From an optimization exercise on the open Yosys and OpenROAD flow, aimed at small area, a short achievable clock period and few clock cycles; shortcuts taken in it are not production practice.
The RTL was checked by simulation tests, not by an equivalence proof against the original design.
Power and IR drop assume default switching activity. The flow treats the clock pin as an ideal source, which a real chip does not have.

Design ledgrid_sync, start of the top module:
module ledgrid_sync (
    input  wire        clk,
    input  wire        rst,
    input  wire        sel_n,
    input  wire        rx_valid,
    input  wire [7:0]  rx_data,
    output wire        render_req,
    output wire [7:0]  render_bright,
    input  wire [4:0]  pix_addr,
    output wire [23:0] pix_data,
    input  wire        render_done,
    input  wire [31:0] render_dur,
    output wire        busy,
    output reg         status,
    output reg         debug,
    output reg  [31:0] txn_count,
    output reg  [31:0] frame_count,
    output reg  [31:0] malformed_count,
    output reg  [31:0] zpay_count,
    output reg  [31:0] last_render_dur
);
    localparam MAX_STRIPS = 4;
    localparam MAX_LEDS   = 6;
    localparam NSLOTS     = MAX_STRIPS * MAX_LEDS;
    localparam RX_MAX     = 80;
    localparam [7:0] OP_SET_PIXEL  = 8'h01;
    localparam [7:0] OP_SET_BRIGHT = 8'h02;
    localparam [7:0] OP_RENDER     = 8'h03;
    localparam [7:0] OP_CLEAR      = 8'h04;
    localparam [7:0] OP_SET_RANGE  = 8'h05;
    localparam [7:0] OP_SET_ALL    = 8'h06;
    localparam [7:0] OP_RECONFIG   = 8'h07;
    localparam [7:0] OP_KEEPALIVE  = 8'hFF;
    reg        sel_q;
    reg        armed;         
  ...
For scale: ~3300 cells after synthesis, about 1400 flip-flops, about 250 I/O pins.
Settings: LEC_CHECK=0, CAP_MARGIN=20, CORE_MARGIN=2, CORE_UTILIZATION=60, SETUP_SLACK_MARGIN=5, SLEW_MARGIN=20, SYNTH_HIERARCHICAL=1, SYNTH_MINIMUM_KEEP_SIZE=0; clock period 12.0 ns.
standard.sh (not shown) runs the stock make flow with config.mk's settings and CLKGATE_MAP_FILE= SYNTH_SCRIPT=/design/flow/synth_recipe.tcl, a recipe that flattens the netlist after the stock synthesis.
==> flow/flow/run.sh <==
#!/bin/bash
set -euo pipefail
bash standard.sh \
  "BUFFER_PORTS_ARGS=-buffer_cell sky130_fd_sc_hd__buf_1" \
  "CTS_ARGS=-sink_clustering_enable -repair_clock_nets -sink_clustering_size 25 -sink_clustering_max_diameter 100 -dont_use_dummy_load" \
  "SETUP_SLACK_MARGIN=5.8" \
  finish > flow_make.log 2>&1
Testbench counts at the start, summed over its fixed seeds: cycles 21,798.
==> next run, changes <==
--- a/flow/flow/run.sh
+++ b/flow/flow/run.sh
@@ -1,0 +2,9 @@
+# Own layout flow: the standard ORFS flow (standard.sh), with two changes to
+# how the layout is made:
+#  - the port buffers are plain sky130_fd_sc_hd__buf_1 cells (the resizer still
+#    upsizes them where timing needs it) instead of the delay-cell buffers
+#    buffer_ports picks by default;
+#  - clock tree synthesis clusters up to 25 sinks per leaf buffer and inserts no
+#    dummy loads.
+# make's full output goes to flow_make.log in the work folder; ORFS keeps each
+# step's own log under orfs/logs.
@@ -6 +15 @@
-  "SETUP_SLACK_MARGIN=5.8" \
+  "SETUP_SLACK_MARGIN=6.5" \
The new run finished clean.
Routed wire length grows by a few percent.
Cell area grows by a few percent.
Global-route usage grows by 1.6 points.
Die area stays the same.
Via count grows by a few percent.
Synthesized area stays the same.
Hold slack degrades by 0.0081 ns.
Maximum frequency shrinks by a few percent.
Sequential share of layout area shrinks by 1.9 points.
Power grows slightly.
==> next run, changes <==
TNS_END_PERCENT = 5   (was default)
Result:
- design area went down by 2.6%
- non-clock buffer count went down by 46
- register-to-register slack got worse by 0.31 ns
- via count went down by 1.1%
- sequential power is about the same
- combinational power went down by 16%
- critical path depth went down by 2
- utilization went down by 1.8 points
- fmax went up by 0.57%
- worst hold slack stays flat
==> next run, changes <==
--- a/flow/flow/run.sh
+++ b/flow/flow/run.sh
@@ -15 +15 @@
-  "SETUP_SLACK_MARGIN=6.5" \
+  "SETUP_SLACK_MARGIN=5.8" \
Worst setup slack is better by 0.17 ns.
Synthesized cell count does not change.
Core utilization came out lower by 0.10 points.
Register-to-register slack is better by 0.12 ns.
Clock power is about the same.
Via count came out lower by 1.1%.
Clock-buffer cell count does not change.
Final cell count stays flat.
Design area barely changes.
Hold slack is better by 0.013 ns.
==> next run, changes <==
--- a/flow/flow/run.sh
+++ b/flow/flow/run.sh
@@ -7 +7 @@
-#  - clock tree synthesis clusters up to 25 sinks per leaf buffer and inserts no
+#  - clock tree synthesis clusters up to 30 sinks per leaf buffer and inserts no
@@ -14 +14 @@
-  "CTS_ARGS=-sink_clustering_enable -repair_clock_nets -sink_clustering_size 25 -sink_clustering_max_diameter 100 -dont_use_dummy_load" \
+  "CTS_ARGS=-sink_clustering_enable -repair_clock_nets -sink_clustering_size 30 -sink_clustering_max_diameter 100 -dont_use_dummy_load" \
TNS_END_PERCENT = default   (was 5)
After rerunning: Wire length grows by 0.45%; power shrinks by 3.2%; global-route usage grows by 0.27 points; final cell count stays flat; worst setup slack loses 0.037 ns; core utilization grows by 0.30 points; sequential share of layout area shrinks by 0.31 points; synthesized area stays the same; die area is unchanged; clock-buffer cell count shrinks by 13; non-clock buffer count grows by 8.
==> next run, changes <==
--- a/flow/flow/run.sh
+++ b/flow/flow/run.sh
@@ -7 +7 @@
-#  - clock tree synthesis clusters up to 30 sinks per leaf buffer and inserts no
+#  - clock tree synthesis clusters up to 25 sinks per leaf buffer and inserts no
@@ -14,2 +14,2 @@
-  "CTS_ARGS=-sink_clustering_enable -repair_clock_nets -sink_clustering_size 30 -sink_clustering_max_diameter 100 -dont_use_dummy_load" \
-  "SETUP_SLACK_MARGIN=5.8" \
+  "CTS_ARGS=-sink_clustering_enable -repair_clock_nets -sink_clustering_size 25 -sink_clustering_max_diameter 100 -dont_use_dummy_load" \
+  "SETUP_SLACK_MARGIN=6.0" \
What happened: The changed run finished clean. Cell count increases slightly. Hold slack gains 0.018 ns. Synthesized cell count stays the same. Die area is unchanged. Utilization increases by 0.46 points. Maximum frequency decreases slightly.

what the ideal ports hide:
In the flow no input, the clock included, has a driving cell. The finished layouts below were timed again as built, in two steps.
Step 1, drivers: a clkbuf_16 drives clk and a buf_2 each remaining input, both assumed.
Step 2 adds t to the input delays and takes it off the output delays; t is the mean of the earliest and latest rising clock arrival at the registers after step 1. Input paths then give back, and output paths get back, about the clock's delay inside the block.
Slacks: no drivers / after step 1 / after step 2; pairs: no drivers / after step 1.
| run | t (ns) | setup slack, ns | worst data-port slew with drivers (ns) |
|---|---|---|---|
| the first run | 0.692 | 5.651 / 5.509 / 5.509 | 0.14 |
| the second run | 0.700 | 5.478 / 5.319 / 5.319 | 0.16 |
| the third run | 0.700 | 5.515 / 5.378 / 5.378 | 0.14 |
| the fourth run | 0.694 | 5.683 / 5.554 / 5.554 | 0.13 |
| the fifth run | 0.707 | 5.645 / 5.490 / 5.490 | 0.15 |
| the sixth run | 0.692 | 5.599 / 5.471 / 5.471 | 0.14 |
After both steps every run listed still meets setup and hold. For the second run, which loses most, drivers alone change the setup slack by -0.159 ns; drivers and shift together by -0.159 ns.
